This design comes from an exercise in tuning for a short achievable clock period and few clock cycles per item on the open sky130 flow, not from production work. Function was checked by simulation only, so behaviour that the tests miss may differ from the original. Power figures rest on the tool's default switching activity, not on a simulated workload.

===== flow/design.v =====
module mtp40c_crc_step (
    input  wire [7:0] hi_in,
    input  wire [7:0] lo_in,
    input  wire [7:0] data,
    output wire [7:0] hi_out,
    output wire [7:0] lo_out
);
    function [15:0] table_word;
        input [7:0] i;
        reg   [15:0] w;
        integer r;
        begin
            w = {8'd0, i};
            for (r = 0; r < 8; r = r + 1) begin
                if (w[0])
                    w = (w >> 1) ^ 16'hA001;
                else
                    w = w >> 1;
            end
            table_word = w;
        end
    endfunction
    wire [7:0]  idx   = lo_in ^ data;
    wire [15:0] entry = table_word(idx);
    assign lo_out = hi_in ^ entry[7:0];     
    assign hi_out = entry[15:8];            
endmodule
module mtp40c_crc_fold (
    input  wire [191:0] buf_in,     
    output wire [15:0]  y
);
    assign y[ 0] = ^(buf_in & 192'h920493e497a48e24db2525212139396968888cccd5550001);
    assign y[ 1] = ^(buf_in & 192'hb60db42db8ed926d6d6f6f63634b4bbbb99995557fff0002);
    assign y[ 2] = ^(buf_in & 192'h6c1b685b71db24dadadedec6c696977773332aaafffe0004);
    assign y[ 3] = ^(buf_in & 192'hd836d0b6e3b649b5b5bdbd8d8d2d2eeee6665555fffc0008);
    assign y[ 4] = ^(buf_in & 192'hb06da16dc76c936b6b7b7b1b1a5a5dddccccaaabfff80010);
    assign y[ 5] = ^(buf_in & 192'h60db42db8ed926d6d6f6f63634b4bbbb99995557fff00020);
    assign y[ 6] = ^(buf_in & 192'hc1b685b71db24dadadedec6c696977773332aaafffe00040);
    assign y[ 7] = ^(buf_in & 192'h836d0b6e3b649b5b5bdbd8d8d2d2eeee6665555fffc00080);
    assign y[ 8] = ^(buf_in & 192'h06da16dc76c936b6b7b7b1b1a5a5dddccccaaabfff800100);
    assign y[ 9] = ^(buf_in & 192'h0db42db8ed926d6d6f6f63634b4bbbb99995557fff000200);
    assign y[10] = ^(buf_in & 192'h1b685b71db24dadadedec6c696977773332aaafffe000400);
    assign y[11] = ^(buf_in & 192'h36d0b6e3b649b5b5bdbd8d8d2d2eeee6665555fffc000800);
    assign y[12] = ^(buf_in & 192'h6da16dc76c936b6b7b7b1b1a5a5dddccccaaabfff8001000);
    assign y[13] = ^(buf_in & 192'hdb42db8ed926d6d6f6f63634b4bbbb99995557fff0002000);
    assign y[14] = ^(buf_in & 192'h248124f925e9238936c94948484e4e5a5a22233335554000);
    assign y[15] = ^(buf_in & 192'h490249f24bd247126d929290909c9cb4b44446666aaa8000);
endmodule
module mtp40c_crc_finish (
    input  wire [15:0] y,
    input  wire [24:0] sel,         
    output wire [15:0] crc
);
    wire [15:0] x = y ^ 16'hFFFF;
    wire [15:0] p0 = {^(x & 16'h8000), ^(x & 16'h4000), ^(x & 16'h2000), ^(x & 16'h1000), ^(x & 16'h0800), ^(x & 16'h0400), ^(x & 16'h0200), ^(x & 16'h0100), ^(x & 16'h0080), ^(x & 16'h0040), ^(x & 16'h0020), ^(x & 16'h0010), ^(x & 16'h0008), ^(x & 16'h0004), ^(x & 16'h0002), ^(x & 16'h0001)};
    wire [15:0] p1 = {^(x & 16'h00ff), ^(x & 16'h007f), ^(x & 16'h00c0), ^(x & 16'h0060), ^(x & 16'h0030), ^(x & 16'h0018), ^(x & 16'h000c), ^(x & 16'h0006), ^(x & 16'h8003), ^(x & 16'h4001), ^(x & 16'h2000), ^(x & 16'h1000), ^(x & 16'h0800), ^(x & 16'h0400), ^(x & 16'h0200), ^(x & 16'h01ff)};
    wire [15:0] p2 = {^(x & 16'hfffd), ^(x & 16'h7ffe), ^(x & 16'hc002), ^(x & 16'h6001), ^(x & 16'h3000), ^(x & 16'h1800), ^(x & 16'h0c00), ^(x & 16'h0600), ^(x & 16'h0300), ^(x & 16'h0180), ^(x & 16'h00c0), ^(x & 16'h0060), ^(x & 16'h0030), ^(x & 16'h0018), ^(x & 16'h000c), ^(x & 16'hfffb)};
    wire [15:0] p3 = {^(x & 16'hfdff), ^(x & 16'hfeff), ^(x & 16'h0280), ^(x & 16'h0140), ^(x & 16'h00a0), ^(x & 16'h0050), ^(x & 16'h0028), ^(x & 16'h0014), ^(x & 16'h000a), ^(x & 16'h8005), ^(x & 16'hc002), ^(x & 16'h6001), ^(x & 16'h3000), ^(x & 16'h1800), ^(x & 16'h0c00), ^(x & 16'hfbff)};
    wire [15:0] p4 = {^(x & 16'hfff3), ^(x & 16'hfff9), ^(x & 16'h800f), ^(x & 16'h4007), ^(x & 16'ha003), ^(x & 16'h5001), ^(x & 16'h2800), ^(x & 16'h1400), ^(x & 16'h0a00), ^(x & 16'h0500), ^(x & 16'h0280), ^(x & 16'h0140), ^(x & 16'h00a0), ^(x & 16'h0050), ^(x & 16'h0028), ^(x & 16'hffe7)};
    wire [15:0] p5 = {^(x & 16'hf3ff), ^(x & 16'hf9ff), ^(x & 16'h0f00), ^(x & 16'h0780), ^(x & 16'h03c0), ^(x & 16'h01e0), ^(x & 16'h00f0), ^(x & 16'h0078), ^(x & 16'h003c), ^(x & 16'h001e), ^(x & 16'h800f), ^(x & 16'h4007), ^(x & 16'ha003), ^(x & 16'h5001), ^(x & 16'h2800), ^(x & 16'he7ff)};
    wire [15:0] p6 = {^(x & 16'hffd7), ^(x & 16'hffeb), ^(x & 16'h0022), ^(x & 16'h8011), ^(x & 16'hc008), ^(x & 16'he004), ^(x & 16'hf002), ^(x & 16'h7801), ^(x & 16'h3c00), ^(x & 16'h1e00), ^(x & 16'h0f00), ^(x & 16'h0780), ^(x & 16'h03c0), ^(x & 16'h01e0), ^(x & 16'h00f0), ^(x & 16'hffaf)};
    wire [15:0] p7 = {^(x & 16'hd7ff), ^(x & 16'hebff), ^(x & 16'h2200), ^(x & 16'h1100), ^(x & 16'h0880), ^(x & 16'h0440), ^(x & 16'h0220), ^(x & 16'h0110), ^(x & 16'h0088), ^(x & 16'h0044), ^(x & 16'h0022), ^(x & 16'h8011), ^(x & 16'hc008), ^(x & 16'he004), ^(x & 16'hf002), ^(x & 16'haffe)};
    wire [15:0] p8 = {^(x & 16'hff0f), ^(x & 16'hff87), ^(x & 16'h00cc), ^(x & 16'h0066), ^(x & 16'h8033), ^(x & 16'h4019), ^(x & 16'h200c), ^(x & 16'h1006), ^(x & 16'h8803), ^(x & 16'h4401), ^(x & 16'h2200), ^(x & 16'h1100), ^(x & 16'h0880), ^(x & 16'h0440), ^(x & 16'h0220), ^(x & 16'hfe1f)};
    wire [15:0] p9 = {^(x & 16'h0ffd), ^(x & 16'h87fe), ^(x & 16'hcc02), ^(x & 16'h6601), ^(x & 16'h3300), ^(x & 16'h1980), ^(x & 16'h0cc0), ^(x & 16'h0660), ^(x & 16'h0330), ^(x & 16'h0198), ^(x & 16'h00cc), ^(x & 16'h0066), ^(x & 16'h8033), ^(x & 16'h4019), ^(x & 16'h200c), ^(x & 16'h1ffb)};
    wire [15:0] p10 = {^(x & 16'hfddf), ^(x & 16'hfeef), ^(x & 16'h02a8), ^(x & 16'h0154), ^(x & 16'h00aa), ^(x & 16'h8055), ^(x & 16'hc02a), ^(x & 16'h6015), ^(x & 16'h300a), ^(x & 16'h9805), ^(x & 16'hcc02), ^(x & 16'h6601), ^(x & 16'h3300), ^(x & 16'h1980), ^(x & 16'h0cc0), ^(x & 16'hfbbf)};
    wire [15:0] p11 = {^(x & 16'hdff3), ^(x & 16'heff9), ^(x & 16'ha80f), ^(x & 16'h5407), ^(x & 16'haa03), ^(x & 16'h5501), ^(x & 16'h2a80), ^(x & 16'h1540), ^(x & 16'h0aa0), ^(x & 16'h0550), ^(x & 16'h02a8), ^(x & 16'h0154), ^(x & 16'h00aa), ^(x & 16'h8055), ^(x & 16'hc02a), ^(x & 16'hbfe6)};
    wire [15:0] p12 = {^(x & 16'hf33f), ^(x & 16'hf99f), ^(x & 16'h0ff0), ^(x & 16'h07f8), ^(x & 16'h03fc), ^(x & 16'h01fe), ^(x & 16'h80ff), ^(x & 16'h407f), ^(x & 16'ha03f), ^(x & 16'h501f), ^(x & 16'ha80f), ^(x & 16'h5407), ^(x & 16'haa03), ^(x & 16'h5501), ^(x & 16'h2a80), ^(x & 16'he67f)};
    wire [15:0] p13 = {^(x & 16'h3fd5), ^(x & 16'h9fea), ^(x & 16'hf020), ^(x & 16'hf810), ^(x & 16'hfc08), ^(x & 16'hfe04), ^(x & 16'hff02), ^(x & 16'h7f81), ^(x & 16'h3fc0), ^(x & 16'h1fe0), ^(x & 16'h0ff0), ^(x & 16'h07f8), ^(x & 16'h03fc), ^(x & 16'h01fe), ^(x & 16'h80ff), ^(x & 16'h7faa)};
    wire [15:0] p14 = {^(x & 16'hd57f), ^(x & 16'heabf), ^(x & 16'h2020), ^(x & 16'h1010), ^(x & 16'h0808), ^(x & 16'h0404), ^(x & 16'h0202), ^(x & 16'h8101), ^(x & 16'hc080), ^(x & 16'he040), ^(x & 16'hf020), ^(x & 16'hf810), ^(x & 16'hfc08), ^(x & 16'hfe04), ^(x & 16'hff02), ^(x & 16'haafe)};
    wire [15:0] p15 = {^(x & 16'h7f00), ^(x & 16'hbf80), ^(x & 16'h20c0), ^(x & 16'h1060), ^(x & 16'h0830), ^(x & 16'h0418), ^(x & 16'h020c), ^(x & 16'h0106), ^(x & 16'h8083), ^(x & 16'h4041), ^(x & 16'h2020), ^(x & 16'h1010), ^(x & 16'h0808), ^(x & 16'h0404), ^(x & 16'h0202), ^(x & 16'hfe01)};
    wire [15:0] p16 = {^(x & 16'h00fd), ^(x & 16'h807e), ^(x & 16'hc0c2), ^(x & 16'h6061), ^(x & 16'h3030), ^(x & 16'h1818), ^(x & 16'h0c0c), ^(x & 16'h0606), ^(x & 16'h8303), ^(x & 16'h4181), ^(x & 16'h20c0), ^(x & 16'h1060), ^(x & 16'h0830), ^(x & 16'h0418), ^(x & 16'h020c), ^(x & 16'h01fb)};
    wire [15:0] p17 = {^(x & 16'hfdfd), ^(x & 16'h7efe), ^(x & 16'hc282), ^(x & 16'h6141), ^(x & 16'h30a0), ^(x & 16'h1850), ^(x & 16'h0c28), ^(x & 16'h0614), ^(x & 16'h030a), ^(x & 16'h8185), ^(x & 16'hc0c2), ^(x & 16'h6061), ^(x & 16'h3030), ^(x & 16'h1818), ^(x & 16'h0c0c), ^(x & 16'hfbfb)};
    wire [15:0] p18 = {^(x & 16'hfdf3), ^(x & 16'hfef9), ^(x & 16'h828f), ^(x & 16'h4147), ^(x & 16'ha0a3), ^(x & 16'h5051), ^(x & 16'h2828), ^(x & 16'h1414), ^(x & 16'h0a0a), ^(x & 16'h8505), ^(x & 16'hc282), ^(x & 16'h6141), ^(x & 16'h30a0), ^(x & 16'h1850), ^(x & 16'h0c28), ^(x & 16'hfbe7)};
    wire [15:0] p19 = {^(x & 16'hf3f3), ^(x & 16'hf9f9), ^(x & 16'h8f0f), ^(x & 16'h4787), ^(x & 16'ha3c3), ^(x & 16'h51e1), ^(x & 16'h28f0), ^(x & 16'h1478), ^(x & 16'h0a3c), ^(x & 16'h051e), ^(x & 16'h828f), ^(x & 16'h4147), ^(x & 16'ha0a3), ^(x & 16'h5051), ^(x & 16'h2828), ^(x & 16'he7e7)};
    wire [15:0] p20 = {^(x & 16'hf3d7), ^(x & 16'hf9eb), ^(x & 16'h0f22), ^(x & 16'h8791), ^(x & 16'hc3c8), ^(x & 16'he1e4), ^(x & 16'hf0f2), ^(x & 16'h7879), ^(x & 16'h3c3c), ^(x & 16'h1e1e), ^(x & 16'h8f0f), ^(x & 16'h4787), ^(x & 16'ha3c3), ^(x & 16'h51e1), ^(x & 16'h28f0), ^(x & 16'he7af)};
    wire [15:0] p21 = {^(x & 16'hd7d7), ^(x & 16'hebeb), ^(x & 16'h2222), ^(x & 16'h9111), ^(x & 16'hc888), ^(x & 16'he444), ^(x & 16'hf222), ^(x & 16'h7911), ^(x & 16'h3c88), ^(x & 16'h1e44), ^(x & 16'h0f22), ^(x & 16'h8791), ^(x & 16'hc3c8), ^(x & 16'he1e4), ^(x & 16'hf0f2), ^(x & 16'hafae)};
    wire [15:0] p22 = {^(x & 16'hd70f), ^(x & 16'heb87), ^(x & 16'h22cc), ^(x & 16'h1166), ^(x & 16'h88b3), ^(x & 16'h4459), ^(x & 16'h222c), ^(x & 16'h1116), ^(x & 16'h888b), ^(x & 16'h4445), ^(x & 16'h2222), ^(x & 16'h9111), ^(x & 16'hc888), ^(x & 16'he444), ^(x & 16'hf222), ^(x & 16'hae1e)};
    wire [15:0] p23 = {^(x & 16'h0f0d), ^(x & 16'h8786), ^(x & 16'hccce), ^(x & 16'h6667), ^(x & 16'hb333), ^(x & 16'h5999), ^(x & 16'h2ccc), ^(x & 16'h1666), ^(x & 16'h8b33), ^(x & 16'h4599), ^(x & 16'h22cc), ^(x & 16'h1166), ^(x & 16'h88b3), ^(x & 16'h4459), ^(x & 16'h222c), ^(x & 16'h1e1b)};
    wire [15:0] p24 = {^(x & 16'h0ddd), ^(x & 16'h86ee), ^(x & 16'hceaa), ^(x & 16'h6755), ^(x & 16'h33aa), ^(x & 16'h99d5), ^(x & 16'hccea), ^(x & 16'h6675), ^(x & 16'h333a), ^(x & 16'h999d), ^(x & 16'hccce), ^(x & 16'h6667), ^(x & 16'hb333), ^(x & 16'h5999), ^(x & 16'h2ccc), ^(x & 16'h1bbb)};
    assign crc = ({16{sel[0]}} & p0) |
                 ({16{sel[1]}} & p1) |
                 ({16{sel[2]}} & p2) |
                 ({16{sel[3]}} & p3) |
                 ({16{sel[4]}} & p4) |
                 ({16{sel[5]}} & p5) |
                 ({16{sel[6]}} & p6) |
                 ({16{sel[7]}} & p7) |
                 ({16{sel[8]}} & p8) |
                 ({16{sel[9]}} & p9) |
                 ({16{sel[10]}} & p10) |
                 ({16{sel[11]}} & p11) |
                 ({16{sel[12]}} & p12) |
                 ({16{sel[13]}} & p13) |
                 ({16{sel[14]}} & p14) |
                 ({16{sel[15]}} & p15) |
                 ({16{sel[16]}} & p16) |
                 ({16{sel[17]}} & p17) |
                 ({16{sel[18]}} & p18) |
                 ({16{sel[19]}} & p19) |
                 ({16{sel[20]}} & p20) |
                 ({16{sel[21]}} & p21) |
                 ({16{sel[22]}} & p22) |
                 ({16{sel[23]}} & p23) |
                 ({16{sel[24]}} & p24);
endmodule
module mtp40c_pe (
    input  wire        clk,
    input  wire        rst,         
    input  wire        cmd_valid,
    output wire        cmd_ready,
    input  wire [39:0] cmd_word,
    output wire        done,
    output wire [31:0] result,
    output wire [2:0]  status,
    input  wire [31:0] now_ms,
    output wire        tx_valid,
    output wire [7:0]  tx_data,
    input  wire        tx_ready,
    input  wire        rx_valid,
    input  wire [7:0]  rx_data,
    output wire        rx_ready
);
    localparam [7:0]  TX_CAP       = 8'd24;
    localparam [7:0]  RESP_CAP     = 8'd24;
    localparam [7:0]  BROADCAST    = 8'hFE;
    localparam [7:0]  ADDR_MAX     = 8'd247;
    localparam [7:0]  DEFAULT_ADDR = 8'h01;
    localparam [7:0]  DEVICE_TYPE  = 8'h02;
    localparam [31:0] TIMEOUT_DEF  = 32'd100;
    localparam [31:0] RATE_WINDOW  = 32'd4000;
    localparam [31:0] APR_MIN      = 32'h442F0000;    
    localparam [31:0] APR_MAX      = 32'h44898000;    
    localparam [15:0] SPC_MIN      = 16'd400;
    localparam [15:0] SPC_MAX      = 16'd5000;
    localparam [15:0] HRS_MIN      = 16'd24;
    localparam [15:0] HRS_MAX      = 16'd720;
    localparam [31:0] F32_M999     = 32'hC479C000;    
    localparam [7:0] OP_BEGIN      = 8'h01;
    localparam [7:0] OP_GETADDR    = 8'h10;
    localparam [7:0] OP_SETADDR    = 8'h11;
    localparam [7:0] OP_SETGENERIC = 8'h12;
    localparam [7:0] OP_SETSPECIF  = 8'h13;
    localparam [7:0] OP_USESPECIF  = 8'h14;
    localparam [7:0] OP_GETAIRP    = 8'h20;
    localparam [7:0] OP_SETAIRP    = 8'h21;
    localparam [7:0] OP_GETGAS     = 8'h22;
    localparam [7:0] OP_SETSPC     = 8'h30;
    localparam [7:0] OP_SPCREADY   = 8'h31;
    localparam [7:0] OP_OPENSC     = 8'h32;
    localparam [7:0] OP_CLOSESC    = 8'h33;
    localparam [7:0] OP_SCSTATUS   = 8'h34;
    localparam [7:0] OP_SETHOURS   = 8'h35;
    localparam [7:0] OP_GETHOURS   = 8'h36;
    localparam [7:0] OP_SETTIMEOUT = 8'h40;
    localparam [7:0] OP_GETTIMEOUT = 8'h41;
    localparam [7:0] OP_SUPPRESS   = 8'h42;
    localparam [7:0] OP_GETSUPPR   = 8'h43;
    localparam [7:0] OP_LASTREAD   = 8'h44;
    localparam [7:0] OP_GETTYPE    = 8'h45;
    localparam [7:0] OP_LASTERROR  = 8'h46;
    localparam [7:0] OP_CRC16      = 8'h50;
    localparam [7:0] OP_REQUEST    = 8'h51;
    localparam [7:0] OP_WRBUF      = 8'h52;
    localparam [7:0] OP_RDBUF      = 8'h53;
    localparam [2:0] ST_OK       = 3'd0;
    localparam [2:0] ST_VALID    = 3'd1;
    localparam [2:0] ST_TIMEOUT  = 3'd2;
    localparam [2:0] ST_PROTOCOL = 3'd3;
    localparam [2:0] ST_ILLEGAL  = 3'd4;
    function legal_word;
        input [7:0]  op;
        input [31:0] v;
        begin
            case (op)
                OP_BEGIN, OP_SETADDR, OP_CRC16, OP_RDBUF:
                    legal_word = (v[31:8] == 24'd0);
                OP_GETADDR, OP_SETGENERIC, OP_SETSPECIF, OP_USESPECIF,
                OP_GETAIRP, OP_GETGAS, OP_SPCREADY, OP_OPENSC, OP_CLOSESC,
                OP_SCSTATUS, OP_GETHOURS, OP_GETTIMEOUT, OP_GETSUPPR,
                OP_LASTREAD, OP_GETTYPE, OP_LASTERROR:
                    legal_word = (v == 32'd0);
                OP_SETAIRP, OP_SETTIMEOUT:
                    legal_word = 1'b1;
                OP_SETSPC, OP_SETHOURS, OP_REQUEST, OP_WRBUF:
                    legal_word = (v[31:16] == 16'd0);
                OP_SUPPRESS:
                    legal_word = (v[31:1] == 31'd0);
                default:
                    legal_word = 1'b0;    
            endcase
        end
    endfunction
    function [4:0] tmpl_len;
        input [7:0] op;
        begin
            case (op)
                OP_GETADDR:  tmpl_len = 5'd8;
                OP_SETADDR:  tmpl_len = 5'd9;
                OP_GETAIRP:  tmpl_len = 5'd8;
                OP_SETAIRP:  tmpl_len = 5'd10;
                OP_GETGAS:   tmpl_len = 5'd8;
                OP_SETSPC:   tmpl_len = 5'd9;
                OP_SPCREADY: tmpl_len = 5'd6;
                OP_OPENSC:   tmpl_len = 5'd6;
                OP_CLOSESC:  tmpl_len = 5'd6;
                OP_SCSTATUS: tmpl_len = 5'd6;
                OP_SETHOURS: tmpl_len = 5'd8;
                OP_GETHOURS: tmpl_len = 5'd6;
                default:     tmpl_len = 5'd6;
            endcase
        end
    endfunction
    function [4:0] resp_len;
        input [7:0] op;
        begin
            case (op)
                OP_GETADDR:  resp_len = 5'd7;
                OP_SETADDR:  resp_len = 5'd8;
                OP_GETAIRP:  resp_len = 5'd10;
                OP_SETAIRP:  resp_len = 5'd10;
                OP_GETGAS:   resp_len = 5'd14;
                OP_SETSPC:   resp_len = 5'd10;
                OP_SPCREADY: resp_len = 5'd6;
                OP_OPENSC:   resp_len = 5'd6;
                OP_CLOSESC:  resp_len = 5'd6;
                OP_SCSTATUS: resp_len = 5'd6;
                OP_SETHOURS: resp_len = 5'd6;
                OP_GETHOURS: resp_len = 5'd9;
                default:     resp_len = 5'd6;
            endcase
        end
    endfunction
    function [7:0] tmpl_byte;
        input [7:0]  op;
        input [4:0]  i;
        input [31:0] v;
        begin
            tmpl_byte = 8'h00;
            case (op)
                OP_GETADDR: begin
                    if (i == 5'd1) tmpl_byte = 8'hA0;
                    if (i == 5'd5) tmpl_byte = 8'h01;
                end
                OP_SETADDR: begin
                    if (i == 5'd1) tmpl_byte = 8'hA1;
                    if (i == 5'd5) tmpl_byte = 8'h01;
                    if (i == 5'd6) tmpl_byte = v[7:0];
                end
                OP_GETAIRP: begin
                    if (i == 5'd1) tmpl_byte = 8'hA2;
                    if (i == 5'd5) tmpl_byte = 8'h02;
                end
                OP_SETAIRP: begin
                    if (i == 5'd1) tmpl_byte = 8'hA3;
                    if (i == 5'd4) tmpl_byte = v[7:0];
                    if (i == 5'd5) tmpl_byte = v[15:8];
                    if (i == 5'd6) tmpl_byte = v[23:16];
                    if (i == 5'd7) tmpl_byte = v[31:24];
                end
                OP_GETGAS: begin
                    if (i == 5'd1) tmpl_byte = 8'hA4;
                    if (i == 5'd5) tmpl_byte = 8'h03;
                end
                OP_SETSPC: begin
                    if (i == 5'd1) tmpl_byte = 8'hA5;
                    if (i == 5'd4) tmpl_byte = v[7:0];
                    if (i == 5'd5) tmpl_byte = v[15:8];
                end
                OP_SPCREADY: begin
                    if (i == 5'd1) tmpl_byte = 8'hA6;
                    if (i == 5'd3) tmpl_byte = 8'h01;
                end
                OP_OPENSC: begin
                    if (i == 5'd1) tmpl_byte = 8'hA7;
                    if (i == 5'd3) tmpl_byte = 8'h01;
                end
                OP_CLOSESC: begin
                    if (i == 5'd1) tmpl_byte = 8'hA7;
                end
                OP_SCSTATUS: begin
                    if (i == 5'd1) tmpl_byte = 8'hA8;
                end
                OP_SETHOURS: begin
                    if (i == 5'd1) tmpl_byte = 8'hA9;
                    if (i == 5'd4) tmpl_byte = v[7:0];
                    if (i == 5'd5) tmpl_byte = v[15:8];
                end
                OP_GETHOURS: begin
                    if (i == 5'd1) tmpl_byte = 8'hAA;
                end
                default: tmpl_byte = 8'h00;
            endcase
        end
    endfunction
    function [31:0] timeout_sentinel;
        input [7:0] op;
        begin
            case (op)
                OP_GETADDR:  timeout_sentinel = 32'h000000FF;
                OP_GETAIRP:  timeout_sentinel = F32_M999;
                OP_SCSTATUS: timeout_sentinel = 32'h00000002;
                OP_GETHOURS: timeout_sentinel = 32'h0000FFFF;
                default:     timeout_sentinel = 32'h00000000;
            endcase
        end
    endfunction
    function gt32;
        input [31:0] a;
        input [31:0] b;
        reg   [31:0] g;
        reg   [31:0] p;
        integer w, k;
        begin
            g = a & ~b;
            p = a | ~b;
            for (w = 1; w < 32; w = w * 2) begin
                for (k = 0; k + w < 32; k = k + 2 * w) begin
                    g[k] = g[k + w] | (p[k + w] & g[k]);
                    p[k] = p[k + w] & p[k];
                end
            end
            gt32 = g[0];
        end
    endfunction
    function [32:0] add32;
        input [31:0] a;
        input [31:0] b;
        reg   [31:0] p;
        reg   [31:0] gg;
        reg   [31:0] pp;
        integer w, k;
        begin
            p  = a ^ b;
            gg = a & b;
            pp = p;
            for (w = 1; w < 32; w = w * 2) begin
                for (k = 31; k >= w; k = k - 1) begin
                    gg[k] = gg[k] | (pp[k] & gg[k - w]);
                    pp[k] = pp[k] & pp[k - w];
                end
            end
            add32 = {gg[31], p ^ {gg[30:0], 1'b0}};
        end
    endfunction
    function gt8;
        input [7:0] a;
        input [7:0] b;
        begin
            gt8 = gt32({24'd0, a}, {24'd0, b});
        end
    endfunction
    function [7:0] buf_byte;
        input [191:0] b;
        input [4:0]   i;
        begin
            case (i)
                5'd0:  buf_byte = b[  7:  0];
                5'd1:  buf_byte = b[ 15:  8];
                5'd2:  buf_byte = b[ 23: 16];
                5'd3:  buf_byte = b[ 31: 24];
                5'd4:  buf_byte = b[ 39: 32];
                5'd5:  buf_byte = b[ 47: 40];
                5'd6:  buf_byte = b[ 55: 48];
                5'd7:  buf_byte = b[ 63: 56];
                5'd8:  buf_byte = b[ 71: 64];
                5'd9:  buf_byte = b[ 79: 72];
                5'd10: buf_byte = b[ 87: 80];
                5'd11: buf_byte = b[ 95: 88];
                5'd12: buf_byte = b[103: 96];
                5'd13: buf_byte = b[111:104];
                5'd14: buf_byte = b[119:112];
                5'd15: buf_byte = b[127:120];
                5'd16: buf_byte = b[135:128];
                5'd17: buf_byte = b[143:136];
                5'd18: buf_byte = b[151:144];
                5'd19: buf_byte = b[159:152];
                5'd20: buf_byte = b[167:160];
                5'd21: buf_byte = b[175:168];
                5'd22: buf_byte = b[183:176];
                5'd23: buf_byte = b[191:184];
                default: buf_byte = 8'h00;
            endcase
        end
    endfunction
    reg        idle_r;      
    reg        dec_r;       
    reg        crc_r;       
    reg        crc_r2;      
    reg        tx_r;        
    reg        tx_first;    
    reg        rx_r;        
    reg        done_r;      
    reg        upd_addr, upd_gen, upd_spc, upd_tmo, upd_sup, upd_wr;
    reg [23:0] wr_sel;      
    reg [39:0] cmd;
    reg [31:0] now_a;       
    reg [31:0] result_r;
    reg [2:0]  status_r;    
    reg [7:0]  addr;
    reg        specific;
    reg [31:0] timeout;
    reg        suppress;
    reg [31:0] lastread;
    reg [31:0] lr_end;      
    reg        lr_wrap;     
    reg [15:0] gas;
    reg [31:0] airp;
    reg [191:0] txbuf;
    reg [191:0] respbuf;
    reg [7:0]  tx_byte;     
    reg [23:0] tx_oh;       
    reg [23:0] nx_oh;       
    reg [4:0]  tleft;       
    reg [4:0]  rlen;        
    reg [15:0] crc;         
    reg        rx_rdy;      
    reg        rx_first;    
    reg        rx_second;   
    reg [32:0] np_tmo;      
    reg [23:0] rx_oh;       
    reg [4:0]  rrem;        
    reg [31:0] tstart;      
    reg [31:0] dline;       
    reg        dl_wrap;     
    reg [31:0] now_p;       
    reg        rxv_p;       
    reg [15:0] crc_y;
    reg [24:0] crc_sel;     
    reg [15:0] crc_res;     
    wire [7:0]  opcode  = cmd[39:32];
    wire [31:0] operand = cmd[31:0];
    wire        is_req  = (opcode == OP_REQUEST);
    wire        is_read = (opcode == OP_GETGAS) || (opcode == OP_GETAIRP);
    assign cmd_ready = idle_r;
    assign done      = done_r;
    assign result    = result_r;
    assign status    = status_r;
    assign tx_valid  = tx_r;
    assign tx_data   = tx_byte;
    assign rx_ready  = rx_rdy;
    reg         d_illegal, d_valerr;
    reg  [23:0] rd_sel;
    reg  [23:0] crc_bytes;
    wire d_after  = !gt32(lastread, now_a);       
    wire d_before = gt32(lr_end, now_a);          
    wire d_cached = lr_wrap ? (d_after || d_before) : (d_after && d_before);
    wire        w_tx, w_done, w_dec;
    wire        w_upd_addr, w_upd_gen, w_upd_spc, w_upd_tmo, w_upd_sup, w_upd_wr;
    wire [23:0] w_wr_sel, w_rd_sel, w_crc_mask;
    wire [31:0] f_result;
    wire [2:0]  f_status;
    wire [4:0]  w_len, w_rlen;
    wire        w_illegal, w_valerr;
    mtp40c_decode u_dec (
        .cmd_word   (cmd_word),
        .specific   (specific),
        .suppress   (suppress),
        .timeout    (timeout),
        .lastread   (lastread),
        .status_q   (status_r),
        .gas        (gas),
        .airp       (airp),
        .w_tx       (w_tx),
        .w_done     (w_done),
        .w_dec      (w_dec),
        .w_upd_addr (w_upd_addr),
        .w_upd_gen  (w_upd_gen),
        .w_upd_spc  (w_upd_spc),
        .w_upd_tmo  (w_upd_tmo),
        .w_upd_sup  (w_upd_sup),
        .w_upd_wr   (w_upd_wr),
        .w_wr_sel   (w_wr_sel),
        .f_result   (f_result),
        .f_status   (f_status),
        .w_len      (w_len),
        .w_rlen     (w_rlen),
        .w_illegal  (w_illegal),
        .w_valerr   (w_valerr),
        .w_rd_sel   (w_rd_sel),
        .w_crc_mask (w_crc_mask)
    );
    wire [7:0] addr_byte = specific ? addr : BROADCAST;
    wire [32:0] lr_sum   = add32(lastread, RATE_WINDOW);
    reg [7:0] rd_byte;
    integer r;
    always @(*) begin
        rd_byte = 8'h00;
        for (r = 0; r < 24; r = r + 1)
            rd_byte = rd_byte | ({8{rd_sel[r]}} & respbuf[8*r +: 8]);
    end
    reg [191:0] crc_mask;
    integer m;
    always @(*) begin
        for (m = 0; m < 24; m = m + 1)
            crc_mask[8*m +: 8] = crc_bytes[m] ? txbuf[8*m +: 8] : 8'h00;
    end
    wire [15:0] fold_y;
    mtp40c_crc_fold u_fold (.buf_in(crc_mask), .y(fold_y));
    wire [15:0] crc16_res;
    mtp40c_crc_finish u_finish (.y(crc_y), .sel(crc_sel), .crc(crc16_res));
    wire [7:0] crc_hi_next;
    wire [7:0] crc_lo_next;
    mtp40c_crc_step u_crc (
        .hi_in  (crc[15:8]),
        .lo_in  (crc[7:0]),
        .data   (tx_byte),
        .hi_out (crc_hi_next),
        .lo_out (crc_lo_next)
    );
    reg [7:0] nx_buf;
    integer t;
    always @(*) begin
        nx_buf = 8'h00;
        for (t = 0; t < 24; t = t + 1)
            nx_buf = nx_buf | ({8{nx_oh[t]}} & txbuf[8*t +: 8]);
    end
    wire [7:0] frame_byte = (tx_first && !is_req) ? tmpl_byte(opcode, 5'd1, operand) : nx_buf;
    wire [7:0] tx_next = (tleft == 5'd3) ? crc_lo_next :
                         (tleft == 5'd2) ? crc[15:8] : frame_byte;
    wire tx_go   = tx_r && tx_ready;
    wire tx_last = tx_go && (tleft == 5'd1);
    wire take     = rx_rdy && rx_valid;
    wire [31:0] dl_now   = rx_second ? np_tmo[31:0] : dline;
    wire        dl_wrapn = rx_second ? np_tmo[32]   : dl_wrap;
    wire late_p   = !rx_first &&
                    (dl_wrapn ? (gt32(now_p, dl_now) && gt32(tstart, now_p))
                              : (gt32(now_p, dl_now) || gt32(tstart, now_p)));
    wire [32:0] np_sum;
    mtp40c_add32 u_add (.a(now_p), .b(timeout), .s(np_sum));
    wire rx_end   = take && (rrem == 5'd1);
    function [7:0] rb;
        input integer i;
        begin
            rb = respbuf[8*i +: 8];
        end
    endfunction
    reg [31:0] x_result;
    reg [2:0]  x_status;
    always @(*) begin
        x_result = 32'd1;
        x_status = ST_OK;
        case (opcode)
            OP_GETADDR:  x_result = {24'd0, rb(3)};
            OP_GETAIRP:  x_result = {8'd0, rb(6), rb(5), rb(4)};
            OP_GETGAS: begin
                if (rb(8) != 8'd0 || rb(9) != 8'd0 || rb(10) != 8'd0 || rb(11) != 8'd0) begin
                    x_result = 32'd0;
                    x_status = ST_PROTOCOL;
                end else begin
                    x_result = {16'd0, rb(5), rb(4)};
                end
            end
            OP_SETSPC: begin
                if (rb(7) == 8'd0) begin
                    x_result = 32'd0;
                    x_status = ST_PROTOCOL;
                end
            end
            OP_SPCREADY: x_result = {31'd0, rb(3) == 8'd0};
            OP_SCSTATUS: x_result = {24'd0, rb(3)};
            OP_SETHOURS: begin
                if (rb(3) != 8'd0) begin
                    x_result = 32'd0;
                    x_status = ST_PROTOCOL;
                end
            end
            OP_GETHOURS: x_result = {16'd0, rb(4), rb(3)};
            default: ;    
        endcase
    end
    wire x_ok = (tx_last && rlen == 5'd0) || (rx_r && rx_end);
    integer i;
    always @(posedge clk) begin
        now_p   <= now_ms;
        np_tmo  <= np_sum;
        rxv_p   <= rx_valid;
        lr_end  <= lr_sum[31:0];
        lr_wrap <= lr_sum[32];
        crc_res   <= crc16_res;
        upd_addr  <= !rst && idle_r && cmd_valid && w_upd_addr;
        upd_gen   <= !rst && idle_r && cmd_valid && w_upd_gen;
        upd_spc   <= !rst && idle_r && cmd_valid && w_upd_spc;
        upd_tmo   <= !rst && idle_r && cmd_valid && w_upd_tmo;
        upd_sup   <= !rst && idle_r && cmd_valid && w_upd_sup;
        upd_wr    <= !rst && idle_r && cmd_valid && w_upd_wr;
        wr_sel    <= w_wr_sel;
        d_illegal <= w_illegal;
        d_valerr  <= w_valerr;
        rd_sel    <= w_rd_sel;
        crc_bytes <= w_crc_mask;
        if (idle_r) begin
            cmd       <= cmd_word;
            now_a     <= now_ms;
        end
        if (rst) begin
            idle_r   <= 1'b1;
            dec_r    <= 1'b0;
            crc_r    <= 1'b0;
            crc_r2   <= 1'b0;
            tx_r     <= 1'b0;
            tx_first <= 1'b0;
            rx_r     <= 1'b0;
            done_r   <= 1'b0;
            result_r <= 32'd0;
            status_r <= ST_OK;
            addr     <= DEFAULT_ADDR;
            specific <= 1'b0;
            timeout  <= TIMEOUT_DEF;
            suppress <= 1'b0;
            lastread <= 32'd0;
            lr_end   <= RATE_WINDOW;
            lr_wrap  <= 1'b0;
            gas      <= 16'd0;
            airp     <= 32'd0;
            tx_byte  <= 8'd0;
            tx_oh    <= 24'd1;
            nx_oh    <= 24'd2;
            tleft    <= 5'd0;
            rlen     <= 5'd0;
            crc      <= 16'hFFFF;
            rx_rdy   <= 1'b0;
            rx_first <= 1'b0;
            rx_second <= 1'b0;
            rx_oh    <= 24'd1;
            rrem     <= 5'd0;
            tstart   <= 32'd0;
            dline    <= 32'd0;
            dl_wrap  <= 1'b0;
            crc_y    <= 16'd0;
            crc_sel  <= 25'd0;
        end else begin
            if (dec_r) begin
                dec_r    <= 1'b0;
                crc_y    <= fold_y;
                for (i = 0; i < 25; i = i + 1)
                    crc_sel[i] <= (operand[4:0] == i);
                if (d_illegal) begin
                    result_r <= 32'd0;
                    status_r <= ST_ILLEGAL;
                    done_r   <= 1'b1;
                end else if (opcode == OP_CRC16) begin
                    crc_r    <= 1'b1;
                end else if (opcode == OP_RDBUF) begin
                    result_r <= {24'd0, rd_byte};
                    status_r <= ST_OK;
                    done_r   <= 1'b1;
                end else if (d_valerr) begin
                    result_r <= 32'd0;
                    status_r <= ST_VALID;
                    done_r   <= 1'b1;
                end else if (is_read && d_cached) begin
                    status_r <= ST_OK;
                    done_r   <= 1'b1;             
                end else begin
                    tx_r     <= 1'b1;
                    tx_first <= 1'b1;
                end
            end
            if (crc_r) begin
                crc_r    <= 1'b0;
                crc_r2   <= 1'b1;
            end
            if (crc_r2) begin
                crc_r2   <= 1'b0;
                result_r <= {16'd0, crc_res};
                status_r <= ST_OK;
                done_r   <= 1'b1;
            end
            if (tx_first) begin
                tx_first   <= 1'b0;
                txbuf[7:0] <= addr_byte;
                if (!is_req) begin
                    for (i = 1; i < 24; i = i + 1)
                        if (gt8({3'd0, tleft}, i))
                            txbuf[8*i +: 8] <= tmpl_byte(opcode, i[4:0], operand);
                end
                if (is_read)
                    lastread <= now_a;
            end
            if (tx_r && tleft == 5'd2) begin
                for (i = 0; i < 24; i = i + 1) begin
                    if (tx_oh[i]) txbuf[8*i +: 8] <= crc[7:0];
                    if (nx_oh[i]) txbuf[8*i +: 8] <= crc[15:8];
                end
            end
            if (tx_go) begin
                if (tleft != 5'd1 && tleft != 5'd2)
                    crc <= {crc_hi_next, crc_lo_next};
                if (tleft == 5'd1) begin
                    result_r <= timeout_sentinel(opcode);
                    status_r <= ST_TIMEOUT;
                    tx_r     <= 1'b0;
                    tstart   <= now_ms;
                    rx_oh    <= 24'd1;
                    rrem     <= rlen;
                    if (rlen != 5'd0) begin
                        rx_r     <= 1'b1;
                        rx_first <= 1'b1;
                        rx_rdy   <= rx_valid;
                    end
                end else begin
                    tx_byte <= tx_next;
                    tx_oh   <= nx_oh;
                    nx_oh   <= {nx_oh[22:0], 1'b0};
                    tleft   <= tleft - 5'd1;
                end
            end
            if (rx_r) begin
                rx_first  <= 1'b0;
                rx_second <= rx_first;
                if (rx_second) begin
                    dline   <= np_tmo[31:0];
                    dl_wrap <= np_tmo[32];
                end
                if (take) begin
                    for (i = 0; i < 24; i = i + 1)
                        if (rx_oh[i]) respbuf[8*i +: 8] <= rx_data;
                    rx_oh <= {rx_oh[22:0], 1'b0};
                    rrem  <= rrem - 5'd1;
                end
                if (rx_end) begin
                    rx_r   <= 1'b0;
                    rx_rdy <= 1'b0;
                end else if (late_p) begin
                    rx_r     <= 1'b0;
                    rx_rdy   <= 1'b0;
                    done_r   <= 1'b1;
                end else begin
                    rx_rdy <= rxv_p;
                end
            end
            if (x_ok) begin
                result_r <= x_result;
                status_r <= x_status;
                done_r   <= 1'b1;
                if (x_status == ST_OK) begin
                    case (opcode)
                        OP_SETADDR: addr <= operand[7:0];
                        OP_GETAIRP: airp <= x_result;
                        OP_GETGAS:  gas  <= x_result[15:0];
                        default: ;
                    endcase
                end
            end
            if (done_r) begin
                done_r   <= 1'b0;
                idle_r   <= 1'b1;
            end
            if (upd_addr) addr     <= operand[7:0];
            if (upd_gen)  specific <= 1'b0;
            if (upd_spc)  specific <= 1'b1;
            if (upd_tmo)  timeout  <= operand;
            if (upd_sup)  suppress <= operand[0];
            for (i = 0; i < 24; i = i + 1)
                if (upd_wr && wr_sel[i])
                    txbuf[8*i +: 8] <= operand[7:0];
            if (idle_r) begin
                result_r <= f_result;
                tx_byte <= addr_byte;
                tx_oh   <= 24'd1;
                nx_oh   <= 24'd2;
                tleft   <= w_len;
                rlen    <= w_rlen;
                crc     <= 16'hFFFF;
            end
            if (idle_r && cmd_valid) begin
                idle_r   <= 1'b0;
                status_r <= f_status;
                tx_r     <= w_tx;
                tx_first <= w_tx;
                dec_r    <= w_dec;
                done_r   <= w_done;
            end
        end
    end
endmodule
module mtp40c_decode (
    input  wire [39:0] cmd_word,
    input  wire        specific,
    input  wire        suppress,
    input  wire [31:0] timeout,
    input  wire [31:0] lastread,
    input  wire [2:0]  status_q,
    input  wire [15:0] gas,
    input  wire [31:0] airp,
    output wire        w_tx,          
    output wire        w_done,        
    output wire        w_dec,         
    output wire        w_upd_addr,    
    output wire        w_upd_gen,
    output wire        w_upd_spc,
    output wire        w_upd_tmo,
    output wire        w_upd_sup,
    output wire        w_upd_wr,
    output reg  [23:0] w_wr_sel,      
    output wire [31:0] f_result,      
    output wire [2:0]  f_status,      
    output wire [4:0]  w_len,         
    output wire [4:0]  w_rlen,        
    output wire        w_illegal,     
    output wire        w_valerr,      
    output reg  [23:0] w_rd_sel,      
    output reg  [23:0] w_crc_mask     
);
    localparam [7:0]  TX_CAP       = 8'd24;
    localparam [7:0]  RESP_CAP     = 8'd24;
    localparam [7:0]  BROADCAST    = 8'hFE;
    localparam [7:0]  ADDR_MAX     = 8'd247;
    localparam [7:0]  DEFAULT_ADDR = 8'h01;
    localparam [7:0]  DEVICE_TYPE  = 8'h02;
    localparam [31:0] TIMEOUT_DEF  = 32'd100;
    localparam [31:0] RATE_WINDOW  = 32'd4000;
    localparam [31:0] APR_MIN      = 32'h442F0000;    
    localparam [31:0] APR_MAX      = 32'h44898000;    
    localparam [15:0] SPC_MIN      = 16'd400;
    localparam [15:0] SPC_MAX      = 16'd5000;
    localparam [15:0] HRS_MIN      = 16'd24;
    localparam [15:0] HRS_MAX      = 16'd720;
    localparam [31:0] F32_M999     = 32'hC479C000;    
    localparam [7:0] OP_BEGIN      = 8'h01;
    localparam [7:0] OP_GETADDR    = 8'h10;
    localparam [7:0] OP_SETADDR    = 8'h11;
    localparam [7:0] OP_SETGENERIC = 8'h12;
    localparam [7:0] OP_SETSPECIF  = 8'h13;
    localparam [7:0] OP_USESPECIF  = 8'h14;
    localparam [7:0] OP_GETAIRP    = 8'h20;
    localparam [7:0] OP_SETAIRP    = 8'h21;
    localparam [7:0] OP_GETGAS     = 8'h22;
    localparam [7:0] OP_SETSPC     = 8'h30;
    localparam [7:0] OP_SPCREADY   = 8'h31;
    localparam [7:0] OP_OPENSC     = 8'h32;
    localparam [7:0] OP_CLOSESC    = 8'h33;
    localparam [7:0] OP_SCSTATUS   = 8'h34;
    localparam [7:0] OP_SETHOURS   = 8'h35;
    localparam [7:0] OP_GETHOURS   = 8'h36;
    localparam [7:0] OP_SETTIMEOUT = 8'h40;
    localparam [7:0] OP_GETTIMEOUT = 8'h41;
    localparam [7:0] OP_SUPPRESS   = 8'h42;
    localparam [7:0] OP_GETSUPPR   = 8'h43;
    localparam [7:0] OP_LASTREAD   = 8'h44;
    localparam [7:0] OP_GETTYPE    = 8'h45;
    localparam [7:0] OP_LASTERROR  = 8'h46;
    localparam [7:0] OP_CRC16      = 8'h50;
    localparam [7:0] OP_REQUEST    = 8'h51;
    localparam [7:0] OP_WRBUF      = 8'h52;
    localparam [7:0] OP_RDBUF      = 8'h53;
    localparam [2:0] ST_OK       = 3'd0;
    localparam [2:0] ST_VALID    = 3'd1;
    localparam [2:0] ST_TIMEOUT  = 3'd2;
    localparam [2:0] ST_PROTOCOL = 3'd3;
    localparam [2:0] ST_ILLEGAL  = 3'd4;
    function [4:0] tmpl_len;
        input [7:0] op;
        begin
            case (op)
                OP_GETADDR:  tmpl_len = 5'd8;
                OP_SETADDR:  tmpl_len = 5'd9;
                OP_GETAIRP:  tmpl_len = 5'd8;
                OP_SETAIRP:  tmpl_len = 5'd10;
                OP_GETGAS:   tmpl_len = 5'd8;
                OP_SETSPC:   tmpl_len = 5'd9;
                OP_SPCREADY: tmpl_len = 5'd6;
                OP_OPENSC:   tmpl_len = 5'd6;
                OP_CLOSESC:  tmpl_len = 5'd6;
                OP_SCSTATUS: tmpl_len = 5'd6;
                OP_SETHOURS: tmpl_len = 5'd8;
                OP_GETHOURS: tmpl_len = 5'd6;
                default:     tmpl_len = 5'd6;
            endcase
        end
    endfunction
    function [4:0] resp_len;
        input [7:0] op;
        begin
            case (op)
                OP_GETADDR:  resp_len = 5'd7;
                OP_SETADDR:  resp_len = 5'd8;
                OP_GETAIRP:  resp_len = 5'd10;
                OP_SETAIRP:  resp_len = 5'd10;
                OP_GETGAS:   resp_len = 5'd14;
                OP_SETSPC:   resp_len = 5'd10;
                OP_SPCREADY: resp_len = 5'd6;
                OP_OPENSC:   resp_len = 5'd6;
                OP_CLOSESC:  resp_len = 5'd6;
                OP_SCSTATUS: resp_len = 5'd6;
                OP_SETHOURS: resp_len = 5'd6;
                OP_GETHOURS: resp_len = 5'd9;
                default:     resp_len = 5'd6;
            endcase
        end
    endfunction
    function gt32;
        input [31:0] a;
        input [31:0] b;
        reg   [31:0] g;
        reg   [31:0] p;
        integer w, k;
        begin
            g = a & ~b;
            p = a | ~b;
            for (w = 1; w < 32; w = w * 2) begin
                for (k = 0; k + w < 32; k = k + 2 * w) begin
                    g[k] = g[k + w] | (p[k + w] & g[k]);
                    p[k] = p[k + w] & p[k];
                end
            end
            gt32 = g[0];
        end
    endfunction
    function gt8;
        input [7:0] a;
        input [7:0] b;
        begin
            gt8 = gt32({24'd0, a}, {24'd0, b});
        end
    endfunction
    wire [7:0]  w_op    = cmd_word[39:32];
    wire [31:0] w_v     = cmd_word[31:0];
    wire [7:0]  w_cl    = w_v[15:8];
    wire [7:0]  w_rl    = w_v[7:0];
    wire [2:0]  status_r = status_q;
    wire o_begin  = (w_op == OP_BEGIN);
    wire o_getadr = (w_op == OP_GETADDR);
    wire o_setadr = (w_op == OP_SETADDR);
    wire o_setgen = (w_op == OP_SETGENERIC);
    wire o_setspc = (w_op == OP_SETSPECIF);
    wire o_usespc = (w_op == OP_USESPECIF);
    wire o_getapr = (w_op == OP_GETAIRP);
    wire o_setapr = (w_op == OP_SETAIRP);
    wire o_getgas = (w_op == OP_GETGAS);
    wire o_setcor = (w_op == OP_SETSPC);
    wire o_corrdy = (w_op == OP_SPCREADY);
    wire o_opensc = (w_op == OP_OPENSC);
    wire o_clossc = (w_op == OP_CLOSESC);
    wire o_scstat = (w_op == OP_SCSTATUS);
    wire o_sethrs = (w_op == OP_SETHOURS);
    wire o_gethrs = (w_op == OP_GETHOURS);
    wire o_settmo = (w_op == OP_SETTIMEOUT);
    wire o_gettmo = (w_op == OP_GETTIMEOUT);
    wire o_supp   = (w_op == OP_SUPPRESS);
    wire o_getsup = (w_op == OP_GETSUPPR);
    wire o_lastrd = (w_op == OP_LASTREAD);
    wire o_gettyp = (w_op == OP_GETTYPE);
    wire o_lasterr= (w_op == OP_LASTERROR);
    wire o_crc16  = (w_op == OP_CRC16);
    wire o_req    = (w_op == OP_REQUEST);
    wire o_wrbuf  = (w_op == OP_WRBUF);
    wire o_rdbuf  = (w_op == OP_RDBUF);
    wire z_31_16 = (w_v[31:16] == 16'd0);
    wire z_15_8  = (w_v[15:8] == 8'd0);
    wire z_7_1   = (w_v[7:1] == 7'd0);
    wire z_31_8  = z_31_16 && z_15_8;
    wire z_31_1  = z_31_8 && z_7_1;
    wire z_31_0  = z_31_1 && !w_v[0];
    wire f_n  = o_getadr | o_setgen | o_setspc | o_usespc | o_getapr | o_getgas |
                o_corrdy | o_opensc | o_clossc | o_scstat | o_gethrs | o_gettmo |
                o_getsup | o_lastrd | o_gettyp | o_lasterr;
    wire f_8  = o_begin | o_setadr | o_crc16 | o_rdbuf;
    wire f_16 = o_setcor | o_sethrs | o_req | o_wrbuf;
    wire f_32 = o_setapr | o_settmo;
    wire w_legal = (f_n && z_31_0) || (f_8 && z_31_8) || (f_16 && z_31_16) ||
                   f_32 || (o_supp && z_31_1);
    wire a_bad = gt8(w_v[7:0], ADDR_MAX);                
    wire i_bad = gt8(w_v[15:8], TX_CAP - 8'd1);          
    wire r_bad = gt8(w_v[7:0], RESP_CAP - 8'd1);         
    wire n_bad = gt8(w_v[7:0], TX_CAP);                  
    wire q_bad = gt8(8'd4, w_cl) || gt8(w_cl, TX_CAP) || gt8(w_rl, RESP_CAP);
    assign w_tx   = ((o_getadr || o_corrdy || o_opensc || o_clossc || o_scstat ||
                    o_gethrs) && z_31_0) ||
                  (o_setadr && z_31_8 && !a_bad) ||
                  (o_req && z_31_16 && !q_bad);
    wire o_more = o_getadr | o_setadr | o_getapr | o_setapr | o_getgas |
                  o_setcor | o_corrdy | o_opensc | o_clossc | o_scstat |
                  o_sethrs | o_gethrs | o_crc16 | o_req | o_rdbuf;
    assign w_done = ((o_setgen || o_setspc || o_usespc || o_gettmo || o_getsup ||
                    o_lastrd || o_gettyp || o_lasterr) && z_31_0) ||
                  (o_begin && z_31_8) || (o_wrbuf && z_31_16) || o_settmo ||
                  (o_supp && z_31_1);
    assign w_dec  = !w_done && !w_tx;
    assign w_upd_addr = w_legal && o_begin && !a_bad;
    assign w_upd_gen  = w_legal && o_setgen;
    assign w_upd_spc  = w_legal && o_setspc;
    assign w_upd_tmo  = w_legal && o_settmo;
    assign w_upd_sup  = w_legal && o_supp;
    assign w_upd_wr   = w_legal && o_wrbuf && !i_bad;
    integer q;
    always @(*) begin
        for (q = 0; q < 24; q = q + 1)
            w_wr_sel[q] = (w_v[12:8] == q);
    end
    assign f_result =
        (
            ({32{o_begin && !a_bad}} & 32'd1) |
            ({32{o_usespc}} & {31'd0, specific}) |
            ({32{o_gettmo}} & timeout) |
            ({32{o_getsup}} & {31'd0, suppress}) |
            ({32{o_lastrd}} & lastread) |
            ({32{o_gettyp}} & {24'd0, DEVICE_TYPE}) |
            ({32{o_lasterr}} & {29'd0, status_r}) |
            ({32{o_getgas}} & {16'd0, gas}) |                
            ({32{o_getapr}} & airp));                        
    assign f_status =
        (o_begin && a_bad)     ? ST_VALID   :
        (o_wrbuf && i_bad)     ? ST_ILLEGAL :
        o_lasterr              ? status_r   : ST_OK;
    assign w_len  = o_req ? w_cl[4:0] : tmpl_len(w_op);
    assign w_rlen = o_req ? w_rl[4:0] : resp_len(w_op);
    assign w_illegal = !w_legal || (o_rdbuf && r_bad) || (o_crc16 && n_bad) ||
                     (o_req && q_bad);
    assign w_valerr  =
        (o_setadr && a_bad) ||
        (o_setapr && (gt32(APR_MIN, w_v) || gt32(w_v, APR_MAX))) ||
        (o_setcor && (gt32({16'd0, SPC_MIN}, {16'd0, w_v[15:0]}) ||
                      gt32({16'd0, w_v[15:0]}, {16'd0, SPC_MAX}))) ||
        (o_sethrs && (gt32({16'd0, HRS_MIN}, {16'd0, w_v[15:0]}) ||
                      gt32({16'd0, w_v[15:0]}, {16'd0, HRS_MAX})));
    always @(*) begin
        for (q = 0; q < 24; q = q + 1) begin
            w_rd_sel[q]   = (w_v[4:0] == q);
            w_crc_mask[q] = gt8({3'd0, w_v[4:0]}, q);
        end
    end
endmodule
module mtp40c_add32 (
    input  wire [31:0] a,
    input  wire [31:0] b,
    output wire [32:0] s
);
    wire [31:0] p = a ^ b;
    reg  [31:0] gg;
    reg  [31:0] pp;
    integer w, k;
    always @(*) begin
        gg = a & b;
        pp = p;
        for (w = 1; w < 32; w = w * 2) begin
            for (k = 31; k >= w; k = k - 1) begin
                gg[k] = gg[k] | (pp[k] & gg[k - w]);
                pp[k] = pp[k] & pp[k - w];
            end
        end
    end
    assign s = {gg[31], p ^ {gg[30:0], 1'b0}};
endmodule

===== flow/flow/run.sh =====
#!/bin/bash
# The standard layout (standard.sh: unchanged synthesis, floorplan, power
# grid, placement, CTS and routing) with three repair settings changed:
#  - timing repair aims at 6.8 ns of setup slack instead of 0, so that it keeps
#    improving the critical paths past the point where the clock is met;
#  - the port buffers are buf_4 cells (the default pick here is a delay
#    cell), still one buffer on every input and output port;
#  - resizing may change a cell's footprint.
# make's full output goes to standard_flow.log in this folder; each ORFS
# step's own log stays under orfs/logs/.
set -uo pipefail
bash standard.sh SETUP_SLACK_MARGIN=6.8 MATCH_CELL_FOOTPRINT=0 \
    "BUFFER_PORTS_ARGS=-buffer_cell sky130_fd_sc_hd__buf_4" finish \
    > standard_flow.log 2>&1

===== flow/standard.sh =====
#!/bin/bash
# synth_recipe.tcl (not shown) runs the flow's synth.tcl, then flattens the netlist and writes it again
# the make line also repeats each setting of config.mk as NAME=value (left out here)
make -C /OpenROAD-flow-scripts/flow DESIGN_CONFIG=/design/flow/config.mk WORK_HOME=/design/flow/orfs CLKGATE_MAP_FILE= SYNTH_SCRIPT=/design/flow/synth_recipe.tcl "${@:-finish}"

===== flow/config.mk =====
export PLATFORM = sky130hd
export DESIGN_NAME = mtp40c_pe
export DESIGN_NICKNAME = mtp40c_pe
export VERILOG_FILES = /design/flow/design.v
export SDC_FILE = /design/flow/constraint.sdc
export NUM_CORES = 4
export LEC_CHECK = 0
export ABC_CLOCK_PERIOD_IN_PS = 1000
export CAP_MARGIN = 20
export CORE_MARGIN = 2
export CORE_UTILIZATION = 40
export SLEW_MARGIN = 20
export SYNTH_HIERARCHICAL = 1
export TNS_END_PERCENT = 100

===== flow/constraint.sdc =====
create_clock -name core_clock -period 10.0 [get_ports {clk}]
set_input_delay 2.0000 -clock core_clock [delete_from_list [all_inputs] [get_ports {clk}]]
set_output_delay 2.0000 -clock core_clock [all_outputs]
set_load 0.01 [all_outputs]

==> summary.md <==
| Metric | Value |
|---|---|
| Worst Setup Start Kind | `register` |
| First-pass iteration count of the detailed router | `9` |
| Total global routing overflow | `0` |
| Max Clk Rate | `approximately 0.30 GHz` |
| Proportion of layout cells with a drive suffix above 1 | `16.9%` |
| Final weighted congestion in routability-driven placement | `1.04` |
| Tot Pwr | `roughly 0.016 W` |
| Final net count | `about 7,100` |
| Share of async-settable or async-resettable flops after synthesis | `0%` |
| Area of the core | `between 0.15 and 0.2 mm²` |
| Slew Limit Headroom | `~26%` |
| Height of the die | `around 400 µm` |
| Number of sinks driven by the clock tree | `approximately 1,000` |
| Per-cell routed wire length | `~32 µm` |
| Signal arrival time at the worst endpoint | `1.35 ns` |
| Shortest period the worst path allows | `3.35 ns` |
| Slew at the pin closest to its max-slew limit | `around 1.1 ns` |
| Total Die Area | `0.162 mm²` |
| Maxcap violations | `0` |
| Final clock skew | `0.0822 ns` |
| Setup_tns | `0 ns` |
| Final Max Slew Viols | `0` |
| Highest fanout seen on the critical path | `3` |
| Cell area after technology mapping | `approximately 0.063 mm²` |
| Crit Path Category | `reg -> out` |
| WP buf/inv | `1` |
| Final wirelength | `slightly below 300,000 µm` |
| Number of setup violations in the final report | `0` |
| Post-route DRC | `0` |
| Chip Width | `around 400 µm` |
| Primary FF master, synth | `dfxtp_1` |
| Half-perimeter wire length after placement | `between 200,000 and 250,000 µm` |
| Number of global-route vias before repair | `53,700` |
| Initial Utilization | `40.1%` |
| Average cell area after synthesis | `between 9 and 10 µm²` |
| Number of unique standard cell types used by synthesis | `between 100 and 150` |
| Slowest library cell on the worst path | `dfxtp_4` |
| Number of clock buffers inserted by TritonCTS | `approximately 110` |
| Most frequent cells in the layout | `nand2_1 (683), nor2_1 (683), xnor2_1 (598)` |
| Maximum clock insertion buffer count | `3` |
| Cell area power density | `211 mW/mm²` |
| Worst setup EP type | `output port` |
| Register-to-register setup slack | `a little under 7 ns` |
| Root Buffer | `clkbuf_16` |
| Number of nets still failing antenna checks after routing | `0` |
| Cells after synthesis | `between 6,000 and 7,000` |
| Vias per Instance | `about 6.3` |
| First-iteration detailed-routing DRC count | `8,567` |
| Standard-cell rows | `roughly 150` |
| Req. time, crit path | `around 8 ns` |
| Initial antenna violation count | `19` |
| Number of flops mapped to enable cells by yosys | `roughly 460` |
| Cells along the critical path | `buf_6` |
| Clock input transition at the sequential cells of the worst setup and hold paths | `0.07 ns` |
| # H-tree levels | `3` |
| RSZ-0062 raised after global routing | `true` |
| Gr usage total | `approximately a third` |
| Final-report hold violation count | `0` |
| Growth of design area from synthesis to finish | `17.6%` |
| CP top delay family | `flip-flops` |
| Post-placement cell area | `0.0661 mm²` |
| Clock tree from TritonCTS | `built` |
| Number of top-level pins | `132` |
| Worst VDD drop | `around 0.20 mV` |
| Clock latency reported for the late side of the worst-skew pair | `0.79 ns` |
| First-pass GRT wire length | `408,000 µm` |
| Final worst-path cycle share | `33.5%` |
| Count of state elements after synthesis | `approximately 1,000` |
| Leakage power | `about 26 nW` |
| Post-Layout Inst Area | `between 0.07 and 0.08 mm²` |
| Vias after detailed routing | `around 58,000` |
| Count of yosys warnings during synthesis | `10` |
| Pin count of the biggest net entering global routing | `93` |
| Delay contributed by the slowest stage of the critical path | `approximately 0.45 ns` |
| Total of hold buffers inserted after clock tree synthesis | `0` |
| Worst hold-check path type | `reg -> reg` |
| Count of input and output buffers | `131` |
| Post-synthesis sequential area ratio | `38.9%` |
| Outcome | `complete, no violations` |
[sequential cells by signal, indices dropped and copies added, names as in the netlist, 16 cells and up]
signal	cells
crc_res	16
np_tmo	33
airp	24
crc_sel	25
wr_sel	24
rd_sel	24
gas	16
tstart	32
lastread	32
now_p	32
dline	32
respbuf	192
cmd	40
crc_y	16
rx_oh	24
result_r	32
tx_oh	24
lr_end	32
txbuf	192
now_a	32
crc	16
timeout	32
crc_bytes	24
[routing by layer]
metal / routed length [µm] / GRT usage, % / vias to the layer above / part of all wire, %
met5: 348 / 0 / - / 0.12
met3: 33200 / 7.92 / 904 / 11
met2: 125000 / 52.3 / 3988 / 43
li1: - / - / 25100 / -
met4: 20500 / 19.3 / 18 / 7.0
met1: 114000 / 46.3 / 28200 / 39
[Yosys cell counts (53+ instances only)]
master | n | share of area [%]
nor2b_1 | 56 | 0.55
a22oi_1 | 403 | 4.8
a211oi_1 | 106 | 1.3
nand3_1 | 129 | 1.0
nor3_1 | 72 | 0.57
nand4_1 | 61 | 0.60
inv_1 | 133 | 0.79
dfxtp_1 | 548 | 17
xnor2_1 | 694 | 9.6
o21ai_0 | 189 | 1.5
buf_1 | 67 | 0.40
mux2i_1 | 122 | 1.9
a221oi_1 | 143 | 2.0
nand2b_1 | 54 | 0.53
a21oi_1 | 530 | 4.2
clkbuf_1 | 383 | 2.3
buf_2 | 53 | 0.42
nand2_1 | 689 | 4.1
edfxtp_1 | 456 | 22
xor2_1 | 194 | 2.7
nor2_1 | 701 | 4.2
xnor3_1 | 109 | 3.9
and2_1 | 234 | 2.3
o22ai_1 | 76 | 0.75
[path summary, 6_finish.rpt]
| kind | start | cells past startpoint | to |
|---|---|---|---|
| worst min-delay path | np_tmo[16] | 2 | dline[16] |
| worst min register to register | np_tmo[16] | 2 | dline[16] |
| worst max register to register | txbuf[158] | 9 | crc_y[8] |
| worst max-delay path | tx_r | 1 | tx_valid |
[what timing repair did]
| item | CTS | global route |
|---|---|---|
| setup buffers | 113 | 95 |
| pin swaps | 54 | 87 |
| endpoints found under the setup margin | 529 | 427 |
| gates resized for setup | 418 | 224 |
| cloned | 8 | 5 |
[per-module statistics from Yosys, one instance, submodules excluded]
module	cell area, µm²	times used
mtp40c_add32	1670	1
mtp40c_crc_finish	6960	1
mtp40c_crc_fold	6520	1
mtp40c_crc_step	251	1
mtp40c_decode	2250	1
mtp40c_pe	45700	1
[per-stage QoR]
stage / hold slack (ns) / cells / utilization (%) / setup WS [ns]
2_1_floorplan: 0.413 / 6933 / - / 6.27
3_3_place_gp: 0.433 / 8742 / 41.8 / 5.49
3_5_place_dp: 0.442 / 8742 / 41.9 / 5.41
4_1_cts: 0.452 / 9064 / 46.0 / 6.62
5_1_grt: 0.462 / 9168 / 47.2 / 6.60
6_report: 0.452 / 9176 / 47.2 / 6.65
[final cells by class]
type,instances,area [µm²]
antenna,12,30.0
sequential,1004,24900
fill,14900,83400
timing repair buffer,478,4210
clock inverter,59,742
clock buffer,142,3080
tap,2072,2590
multi-input combinational,5271,38400
inverter,138,526
[cell families (layout without fill, tap and decap cells)]
group	after synthesis	in the layout	share of synthesized area, %
DFF	1004	1004	38.9
buffers and inverters	665	817	4.24
adders and majority gates	63	63	1.17
and+or+nand+nor	2172	2178	15.9
xor gates and xnor gates	1052	1052	18.0
other	1	20	0.00592
AOI/OAI and AO/OA	1836	1837	19.7
muxes	133	133	2.13
[report_power, final]
group	internal, W	switching, W	total (W)	leakage, nW
Clock	0.00245	0.00186	0.00431	1.85
Sequential	0.00442	0.000208	0.00463	8.60
Combinational	0.00322	0.00356	0.00678	16.0
Total	0.0101	0.00562	0.0157	26.5
Testbench counts, summed over its fixed seeds: cycles 51,443, commands 4,800.

==> afterwards: timing with drivers on the ports <==
The results above use ideal ports. As a check the final layout listed here was re-extracted and re-timed, cells and wires unchanged.
Step 1 assumes that a clkbuf_16 drives the clock port and a buf_2 every other input.
Step 2 adds t to the input delays and takes it off the output delays; t is the mean of the earliest and latest rising clock arrival at the registers after step 1. Input paths then give back, and output paths get back, about the clock's delay inside the block.
Slacks: ideal ports / drivers / drivers and shift; pairs: ideal ports / drivers.
shift t [ns]: 0.837
setup slack, ns: 6.646 / 6.566 / 5.904
hold WS [ns]: 0.452 / 0.452 / 0.452
worst setup path after step 2: input to register
pins driven straight from the clock port: 1
After both steps this run still meets setup and hold. For this run, drivers alone change the setup slack by -0.080 ns; drivers and shift together by -0.742 ns.
